Background: an optimization exercise with open tools, aiming at small area, a short achievable clock period and few clock cycles. Do not read the settings as production practice. Where RTL was checked, it was by simulation tests only, not by an equivalence proof against the original. Power is estimated from default activity; no workload was simulated.

== the previous run ==
// hl_rx_core
module hl_rx_core (
    input  wire        clk,
    input  wire        rst,           
    input  wire        cmd_valid,
    input  wire [31:0] cmd_word,
    output wire        cmd_ready,
    output reg         rsp_valid,
    output reg  [7:0]  rsp_status,
    output reg  [31:0] rsp_value,
    output reg  [7:0]  rsp_flags,
    output reg         frm_valid,
    output wire [7:0]  frm_data
);
Size: about 2800 cells after synthesis, ~2200 flip-flops, ~94 I/O pins, ~68000 um^2 of cells after synthesis.
==> flow/config.mk <==
export PLATFORM = sky130hd
export DESIGN_NAME = hl_rx_core
export DESIGN_NICKNAME = hl_rx_core
export VERILOG_FILES = /design/flow/design.v
export SDC_FILE = /design/flow/constraint.sdc
export NUM_CORES = 4
export LEC_CHECK = 0
export CAP_MARGIN = 20
export CORE_MARGIN = 2
export CORE_UTILIZATION = 40
export PLACE_DENSITY = 0.6
export SLEW_MARGIN = 20
==> flow/constraint.sdc <==
create_clock -name core_clock -period 10.0 [get_ports {clk}]
set_input_delay 2.0000 -clock core_clock [delete_from_list [all_inputs] [get_ports {clk}]]
set_output_delay 2.0000 -clock core_clock [all_outputs]
set_load 0.01 [all_outputs]
run.sh (not shown) runs the stock make flow with config.mk's settings and CLKGATE_MAP_FILE= SYNTH_SCRIPT=/design/flow/synth_recipe.tcl, a recipe that flattens the netlist after the stock synthesis.
Testbench counts of the previous run, summed over its fixed seeds: cycles 51,888.
Relative to the previous run, the following input files were edited for the current run:
Settings: setting CTS_CLUSTER_DIAMETER to 100 for the first time; changing PLACE_DENSITY from 0.6 to 0.7; setting CTS_CLUSTER_SIZE to 30 for the first time; changing CORE_UTILIZATION from 40 to 60.
### Flow results
Summary of the current run over the previous run: net count of the finished layout shrank by 117, fraction of layout instances using a drive strength above 1 went down, area enclosed by the die boundary lost 33%, data required time at the worst endpoint lost 0.10 ns, global-route wire length before repair fell 4200 um.

* * *

hl_rx_core, a different RTL version from the one above (not shown whole).
For scale: about 2900 cells after synthesis, roughly 0.069 mm² of cells after synthesis.
// hl_rx_core
module hl_rx_core (
    input  wire        clk,
    input  wire        rst,           
    input  wire        cmd_valid,
    input  wire [31:0] cmd_word,
    output wire        cmd_ready,
    output reg         rsp_valid,
    output reg  [7:0]  rsp_status,
    output reg  [31:0] rsp_value,
    output reg  [7:0]  rsp_flags,
    output reg         frm_valid,
    output reg  [7:0]  frm_data
);
clock: 10.0 ns
lec_check: 0
cap_margin: 30
core_margin: 2
core_utilization: 65
cts_cluster_diameter: 100
cts_cluster_size: 30
place_density: 0.75
slew_margin: 50
standard.sh (not shown) runs the stock make flow with config.mk's settings and CLKGATE_MAP_FILE= SYNTH_SCRIPT=/design/flow/synth_recipe.tcl, a recipe that flattens the netlist after the stock synthesis.
==> flow/flow/run.sh <==
#!/bin/bash
set -euo pipefail
bash standard.sh SETUP_SLACK_MARGIN=6.8 'BUFFER_PORTS_ARGS=-buffer_cell sky130_fd_sc_hd__buf_4' finish > standard.log 2>&1
The starting point completed with no timing, DRC or antenna violations.
Testbench counts at the start, summed over its fixed seeds: cycles 51,888.
==> next run, changes <==
==> flow/flow/run.sh (replaced) <==
#!/bin/bash
set -euo pipefail
bash standard.sh SETUP_SLACK_MARGIN=7.0 'BUFFER_PORTS_ARGS=-buffer_cell sky130_fd_sc_hd__buf_4' finish > standard.log 2>&1
Settings changed: CAP_MARGIN 30 to 50, CORE_UTILIZATION 65 to 60, PLACE_DENSITY 0.75 to 0.7, SLEW_MARGIN 50 to 70.
Result:
- area after synthesis is unchanged
- non-clock buffer count grows by 38
- core utilization falls by 4.3 points
- hold slack improved by 6.3 ps
- routed wire length went down by a few percent
- sequential power hardly moves
- critical path depth rose by 10
- clock-buffer cell count is unchanged
==> next run, changes <==
==> flow/flow/run.sh (replaced) <==
#!/bin/bash
set -euo pipefail
bash standard.sh SETUP_SLACK_MARGIN=7.3 'BUFFER_PORTS_ARGS=-buffer_cell sky130_fd_sc_hd__buf_4' finish > standard.log 2>&1
Outcome: Power barely changes. Routed wire length increases by 2.3%. Synthesized cell count stays the same. Utilization increases by 0.63 points. Synthesized area stays the same. Sequential power barely changes. Global-route usage rises by 0.39 points. Non-clock buffer count rises by 30. Cell count rose by 0.62%. Count of clock-buffer cells in the layout is unchanged. Sequential share of layout area is lower by 0.79 points.

* * *

hl_rx_core again, from the RTL that the note above started with.
Settings: LEC_CHECK=0, CAP_MARGIN=50, CORE_MARGIN=2, CORE_UTILIZATION=60, CTS_CLUSTER_DIAMETER=100, CTS_CLUSTER_SIZE=30, PLACE_DENSITY=0.7, SLEW_MARGIN=70; clock period 10.0 ns.
==> flow/flow/run.sh <==
#!/bin/bash
set -euo pipefail
bash standard.sh SETUP_SLACK_MARGIN=6.6 'BUFFER_PORTS_ARGS=-buffer_cell sky130_fd_sc_hd__buf_4' finish > standard.log 2>&1
Testbench counts at the start, summed over its fixed seeds: cycles 51,888.
==> next run, changes <==
==> flow/flow/run.sh (replaced) <==
#!/bin/bash
set -euo pipefail
bash standard.sh SETUP_SLACK_MARGIN=6.8 'BUFFER_PORTS_ARGS=-buffer_cell sky130_fd_sc_hd__buf_4' finish > standard.log 2>&1
--- a/flow/config.mk
+++ b/flow/config.mk
@@ -8 +8 @@
-export CAP_MARGIN = 50
+export CAP_MARGIN = 20
@@ -10 +10 @@
-export CORE_UTILIZATION = 60
+export CORE_UTILIZATION = 65
@@ -13,2 +13,2 @@
-export PLACE_DENSITY = 0.7
-export SLEW_MARGIN = 70
+export PLACE_DENSITY = 0.75
+export SLEW_MARGIN = 35
Worst setup slack improved by 0.12 ns.
Design area goes down by 0.62%.
Via count went up by 1.4%.
Count of clock-buffer cells in the layout goes up by 13.
Wire length came out higher by 5.0%.
Hold slack got worse by 0.018 ns.
Global-route usage came out higher by 2.3 points.
==> next run, changes <==
==> flow/run.sh (new file) <==
#!/bin/bash
# synth_recipe.tcl (not shown) runs the flow's synth.tcl, then flattens the netlist and writes it again
# the make line also repeats each setting of config.mk as NAME=value (left out here)
make -C /OpenROAD-flow-scripts/flow DESIGN_CONFIG=/design/flow/config.mk WORK_HOME=/design/flow/orfs CLKGATE_MAP_FILE= SYNTH_SCRIPT=/design/flow/synth_recipe.tcl finish
--- a/flow/config.mk
+++ b/flow/config.mk
@@ -8 +8 @@
-export CAP_MARGIN = 20
+export CAP_MARGIN = 50
@@ -10 +10 @@
-export CORE_UTILIZATION = 65
+export CORE_UTILIZATION = 60
@@ -13,2 +13,3 @@
-export PLACE_DENSITY = 0.75
-export SLEW_MARGIN = 35
+export PLACE_DENSITY = 0.7
+export SETUP_SLACK_MARGIN = 5
+export SLEW_MARGIN = 70
removed: flow/flow/run.sh
removed: flow/standard.sh
Result: Worst setup slack gets worse by 0.73 ns; design area rose by 0.87%; synthesized area stays the same; non-clock buffer count grows by 26; global-route usage drops by 2.2 points; via count decreases by 1.5%; clock power goes down by about 2%; clock-buffer cell count falls by 9.
==> next run, changes <==
==> flow/flow/run.sh (new file) <==
#!/bin/bash
set -euo pipefail
bash standard.sh SETUP_SLACK_MARGIN=6.8 'BUFFER_PORTS_ARGS=-buffer_cell sky130_fd_sc_hd__buf_4' finish > standard.log 2>&1
==> flow/standard.sh (new file) <==
#!/bin/bash
# synth_recipe.tcl (not shown) runs the flow's synth.tcl, then flattens the netlist and writes it again
# the make line also repeats each setting of config.mk as NAME=value (left out here)
make -C /OpenROAD-flow-scripts/flow DESIGN_CONFIG=/design/flow/config.mk WORK_HOME=/design/flow/orfs CLKGATE_MAP_FILE= SYNTH_SCRIPT=/design/flow/synth_recipe.tcl "${@:-finish}"
--- a/flow/config.mk
+++ b/flow/config.mk
@@ -14 +13,0 @@
-export SETUP_SLACK_MARGIN = 5
removed: flow/run.sh
Result:
- design area grows slightly
- worst hold slack is better by 0.0054 ns
- global-route usage hardly moves
- first-iteration DRC count hardly moves
==> next run, changes <==
--- a/flow/config.mk
+++ b/flow/config.mk
@@ -10 +10 @@
-export CORE_UTILIZATION = 60
+export CORE_UTILIZATION = 65
@@ -13 +13 @@
-export PLACE_DENSITY = 0.7
+export PLACE_DENSITY = 0.75
Area after synthesis is unchanged.
Worst setup slack loses 0.028 ns.
Global-route usage grows by 3.1 points.
Sequential cell count does not change.
Via count rose by 1.9%.
Worst hold slack loses 0.0040 ns.
Clock skew came out higher by 0.0042 ns.
Cell count came out lower by 2.4%.

* * *

The RTL this note starts from:
==> flow/design.v <==
module hl_rx_core (
    input  wire        clk,
    input  wire        rst,           
    input  wire        cmd_valid,
    input  wire [31:0] cmd_word,
    output wire        cmd_ready,
    output reg         rsp_valid,
    output reg  [7:0]  rsp_status,
    output reg  [31:0] rsp_value,
    output reg  [7:0]  rsp_flags,
    output reg         frm_valid,
    output reg  [7:0]  frm_data
);
    localparam [7:0] OP_CRC_INIT    = 8'h01;
    localparam [7:0] OP_CRC_FEED    = 8'h02;
    localparam [7:0] OP_CRC_READ    = 8'h03;
    localparam [7:0] OP_RX_START    = 8'h20;
    localparam [7:0] OP_RX_APPEND   = 8'h21;
    localparam [7:0] OP_RX_SCAN     = 8'h22;
    localparam [7:0] OP_STATUS_READ = 8'h30;
    localparam [7:0] ST_OK          = 8'd0;
    localparam [7:0] ST_RX_OVERFLOW = 8'd6;
    localparam [7:0] ST_ILLEGAL_OP  = 8'd7;
    localparam [7:0] ST_RX_DONE     = 8'd9;
    function [15:0] crc_byte;
        input [15:0] r;
        input [7:0]  b;
        integer k;
        reg [15:0] c;
        reg [7:0]  d;
        begin
            c = r;
            d = b;
            for (k = 0; k < 8; k = k + 1) begin
                if ((c[0] ^ d[0]) == 1'b1)
                    c = (c >> 1) ^ 16'hA001;
                else
                    c = c >> 1;
                d = d >> 1;
            end
            crc_byte = c;
        end
    endfunction
    function [15:0] crc_drop;
        input [7:0] b;
        begin
            crc_drop = {8'h00, b} << 4 ^ {8'h00, b} << 6 ^ {8'h00, b} << 7;
        end
    endfunction
    reg [15:0] crc_reg;
    reg [8:0]  len;                  
    reg        loop_mode;
    reg        found;
    reg        done;
    reg        rxf_present;
    reg [9:1]  err_sticky;
    reg [7:0]  bank0 [0:127];
    reg [7:0]  bank1 [0:127];
    reg        act;                  
    reg [6:0]  und;                  
    reg [15:0] rcrc;                 
    reg [1:0]  nfr;                  
    reg [7:0]  pdisc;                
    reg [7:0]  stg;                  
    reg        app_p;                
    reg        feed_p;               
    reg        rdy;
    reg        eb;                   
    reg [7:0]  ecnt;                 
    assign cmd_ready = rdy;
    wire       accept = cmd_valid && rdy;
    wire [7:0] op     = cmd_word[7:0];
    wire [7:0] arg    = cmd_word[31:24];
    wire z16   = (cmd_word[23:8] == 16'h0000);
    wire is_01 = (op == OP_CRC_INIT);
    wire is_02 = (op == OP_CRC_FEED);
    wire is_03 = (op == OP_CRC_READ);
    wire is_20 = (op == OP_RX_START);
    wire is_21 = (op == OP_RX_APPEND);
    wire is_22 = (op == OP_RX_SCAN);
    wire is_30 = (op == OP_STATUS_READ);
    wire legal = z16 && (((is_01 || is_03 || is_22 || is_30) && arg == 8'h00) ||
                         is_02 || is_21 || (is_20 && arg[7:1] == 7'h00));
    wire l_crc  = !op[5];                        
    wire l_rx   = op[5] && !op[4];               
    wire l_stat = op[4];                         
    wire l_init = l_crc && !op[1];
    wire l_feed = l_crc && op[1] && !op[0];
    wire l_read = l_crc && op[1] && op[0];
    wire l_start = l_rx && !op[1] && !op[0];
    wire l_app   = l_rx && op[0];
    wire l_scan  = l_rx && op[1];
    wire acc_ok  = accept && legal;
    wire full_buf = (len == 9'd256);
    wire do_app  = acc_ok && l_app && !done && !full_buf;
    wire [7:0]  a_new  = act ? bank1[0]   : bank0[0];     
    wire [7:0]  a_old  = act ? bank1[126] : bank0[126];   
    wire [15:0] rstep  = crc_byte(rcrc, a_new);
    wire        full   = (und == 7'd127);
    wire        win_ok = full && ({stg, a_new} == ~rcrc);
    wire        dec_f  = app_p && win_ok;                 
    wire        dec_d  = app_p && full && !win_ok;        
    wire [6:0]  und_n   = !app_p ? und : dec_f ? 7'd0 : dec_d ? 7'd127 : und + 7'd1;
    wire [1:0]  nfr_n   = nfr + {1'b0, dec_f};
    wire        act_n   = act ^ dec_f;
    wire [7:0]  pdisc_n = pdisc + {7'h00, dec_d};
    wire        nz      = (nfr_n != 2'd0);
    wire [15:0] crc_n   = feed_p ? crc_byte(crc_reg, stg) : crc_reg;
    wire        ebn   = (nfr_n == 2'd2) ? act_n : !act_n;
    wire        lag   = dec_f && (nfr == 2'd0);
    wire [7:0]  fb    = ebn ? (lag ? bank1[126] : bank1[127])
                            : (lag ? bank0[126] : bank0[127]);
    wire sh0 = (app_p && !act) || (frm_valid && !eb);
    wire sh1 = (app_p &&  act) || (frm_valid &&  eb);
    integer i;
    always @(posedge clk) begin
        if (sh0) begin
            for (i = 127; i > 0; i = i - 1) bank0[i] <= bank0[i-1];
            bank0[0] <= stg;
        end
        if (sh1) begin
            for (i = 127; i > 0; i = i - 1) bank1[i] <= bank1[i-1];
            bank1[0] <= stg;
        end
    end
    always @(posedge clk) begin
        stg <= arg;
        if (frm_valid && ecnt != 8'd128)
            frm_data <= eb ? bank1[126] : bank0[126];
        else if (frm_valid)
            frm_data <= eb ? bank0[127] : bank1[127];
        else
            frm_data <= fb;
    end
    wire [31:0] status_word = {err_sticky, 1'b0, 2'b00, rxf_present, 1'b0,
                               loop_mode, done, found, len};
    always @(posedge clk) begin
        if (app_p) begin
            if (und == 7'd0)
                rcrc <= 16'h0000;
            else if (dec_d)
                rcrc <= rstep ^ crc_drop(a_old);
            else
                rcrc <= rstep;
        end
    end
    always @(posedge clk) begin
        if (rst) begin
            crc_reg     <= 16'h0000;
            len         <= 9'd0;
            loop_mode   <= 1'b0;
            found       <= 1'b0;
            done        <= 1'b0;
            rxf_present <= 1'b0;
            err_sticky  <= 9'h000;
            act         <= 1'b0;
            und         <= 7'd0;
            nfr         <= 2'd0;
            pdisc       <= 8'h00;
            app_p       <= 1'b0;
            feed_p      <= 1'b0;
            rdy         <= 1'b1;
            eb          <= 1'b0;
            ecnt        <= 8'h00;
            rsp_valid   <= 1'b0;
            frm_valid   <= 1'b0;
        end else begin
            rsp_valid <= 1'b0;
            app_p     <= do_app;
            feed_p    <= acc_ok && l_feed;
            crc_reg   <= crc_n;
            und       <= und_n;
            nfr       <= nfr_n;
            act       <= act_n;
            pdisc     <= pdisc_n;
            if (frm_valid) begin
                ecnt <= ecnt - 8'd1;
                if (ecnt == 8'd128)
                    eb <= !eb;
                if (ecnt == 8'd1) begin
                    rsp_valid <= 1'b1;
                    rdy       <= 1'b1;
                end
                if (ecnt == 8'd0)
                    frm_valid <= 1'b0;
            end
            if (accept) begin
                rsp_valid <= 1'b1;
                if (!legal) begin
                    err_sticky[7] <= 1'b1;
                end else if (l_init) begin
                    crc_reg <= 16'h0000;
                end else if (l_start) begin
                    len         <= 9'd0;
                    und         <= 7'd0;
                    nfr         <= 2'd0;
                    pdisc       <= 8'h00;
                    loop_mode   <= arg[0];
                    found       <= 1'b0;
                    done        <= 1'b0;
                    rxf_present <= 1'b0;
                end else if (l_app) begin
                    if (done)
                        err_sticky[9] <= 1'b1;
                    else if (full_buf)
                        err_sticky[6] <= 1'b1;
                    else
                        len <= len + 9'd1;
                end else if (l_scan) begin
                    if (done) begin
                        err_sticky[9] <= 1'b1;
                    end else begin
                        found <= nz;
                        if (!loop_mode && nz)
                            done <= 1'b1;
                        if (nz)
                            rxf_present <= 1'b1;
                        len   <= {2'b00, und_n};
                        pdisc <= 8'h00;
                        nfr   <= 2'd0;
                        if (nz) begin
                            rsp_valid <= 1'b0;
                            rdy       <= 1'b0;
                            frm_valid <= 1'b1;
                            eb        <= ebn;
                            ecnt      <= (nfr_n == 2'd2) ? 8'd255 : 8'd127;
                        end
                    end
                end
            end
        end
    end
    always @(posedge clk) begin
        if (accept) begin
            rsp_status <= ST_OK;
            rsp_value  <= 32'h0;
            rsp_flags  <= 8'h00;
            if (!legal) begin
                rsp_status <= ST_ILLEGAL_OP;
                rsp_value  <= cmd_word;
            end else if (l_read) begin
                rsp_value  <= {16'h0000, ~crc_n};
            end else if (l_stat) begin
                rsp_value  <= status_word;
            end else if (l_app) begin
                if (done) begin
                    rsp_status <= ST_RX_DONE;
                end else if (full_buf) begin
                    rsp_status <= ST_RX_OVERFLOW;
                    rsp_value  <= 32'd257;
                end else begin
                    rsp_value  <= {23'h0, len + 9'd1};
                end
            end else if (l_scan) begin
                if (done) begin
                    rsp_status <= ST_RX_DONE;
                end else begin
                    rsp_value  <= {24'h0, pdisc_n};
                    rsp_flags  <= {6'h00, (!loop_mode && nz) | done, nz};
                end
            end
        end
    end
endmodule
Settings: LEC_CHECK=0, CAP_MARGIN=50, CORE_MARGIN=2, CORE_UTILIZATION=60, CTS_CLUSTER_DIAMETER=100, CTS_CLUSTER_SIZE=30, PLACE_DENSITY=0.7, SLEW_MARGIN=70; clock period 10.0 ns.
==> flow/flow/run.sh <==
#!/bin/bash
set -euo pipefail
bash standard.sh SETUP_SLACK_MARGIN=6.5 finish > standard.log 2>&1
==> next run, changes <==
==> flow/run.sh (new file) <==
#!/bin/bash
# synth_recipe.tcl (not shown) runs the flow's synth.tcl, then flattens the netlist and writes it again
# the make line also repeats each setting of config.mk as NAME=value (left out here)
make -C /OpenROAD-flow-scripts/flow DESIGN_CONFIG=/design/flow/config.mk WORK_HOME=/design/flow/orfs CLKGATE_MAP_FILE= SYNTH_SCRIPT=/design/flow/synth_recipe.tcl finish
- SETUP_SLACK_MARGIN: unset -> 5
removed: flow/flow/run.sh
removed: flow/standard.sh
Result: Worst setup slack gets worse by 0.92 ns; total power barely changes; die area does not change; worst hold slack barely changes; synthesized cell count stays the same.
Function was not checked in any run of this note: the RTL went through the layout flow alone.

## re-timing with driven ports
The results above use ideal ports. As a check the final layouts listed here were re-extracted and re-timed, cells and wires unchanged.
Step 1: set_driving_cell puts a clkbuf_16 on clk and a buf_2 on each other input, an assumption about the parent block.
Step 2 also shifts input and output timing later by t, the mid clock arrival at the registers, as if the neighbouring blocks saw the same clock.
Three values: no drivers, after step 1, after step 2; two values: the first two.
| run | t (ns) | setup WS [ns] | worst setup path at the end |
|---|---|---|---|
| the previous run | 0.868 | 4.400 / 4.459 / 3.591 | input to register |
| the current run | 0.754 | 4.410 / 4.460 / 3.705 | input to register |
| the first run of note 2 | 0.758 | 6.750 / 6.674 / 6.114 | input to register |
| the second run of note 2 | 0.756 | 6.722 / 6.697 / 6.006 | input to register |
| the third run of note 2 | 0.758 | 6.754 / 6.693 / 6.038 | input to register |
| the first run of note 3 | 0.754 | 6.626 / 6.605 / 5.922 | input to register |
| the second run of note 3 | 0.752 | 6.750 / 6.682 / 6.091 | input to register |
| the third run of note 3 | 0.768 | 6.020 / 5.945 / 5.345 | input to register |
| the fourth run of note 3 | 0.755 | 6.768 / 6.696 / 6.054 | input to register |
| the fifth run of note 3 | 0.776 | 6.740 / 6.664 / 6.114 | input to register |
| the first run of note 4 | 0.752 | 6.252 / 6.304 / 5.552 | input to register |
| the second run of note 4 | 0.749 | 5.330 / 5.330 / 4.674 | input to register |
After both steps every run listed still meets setup and hold. The setup slack of the previous run, which loses most, moves by +0.059 ns with the drivers and by -0.809 ns with both steps.
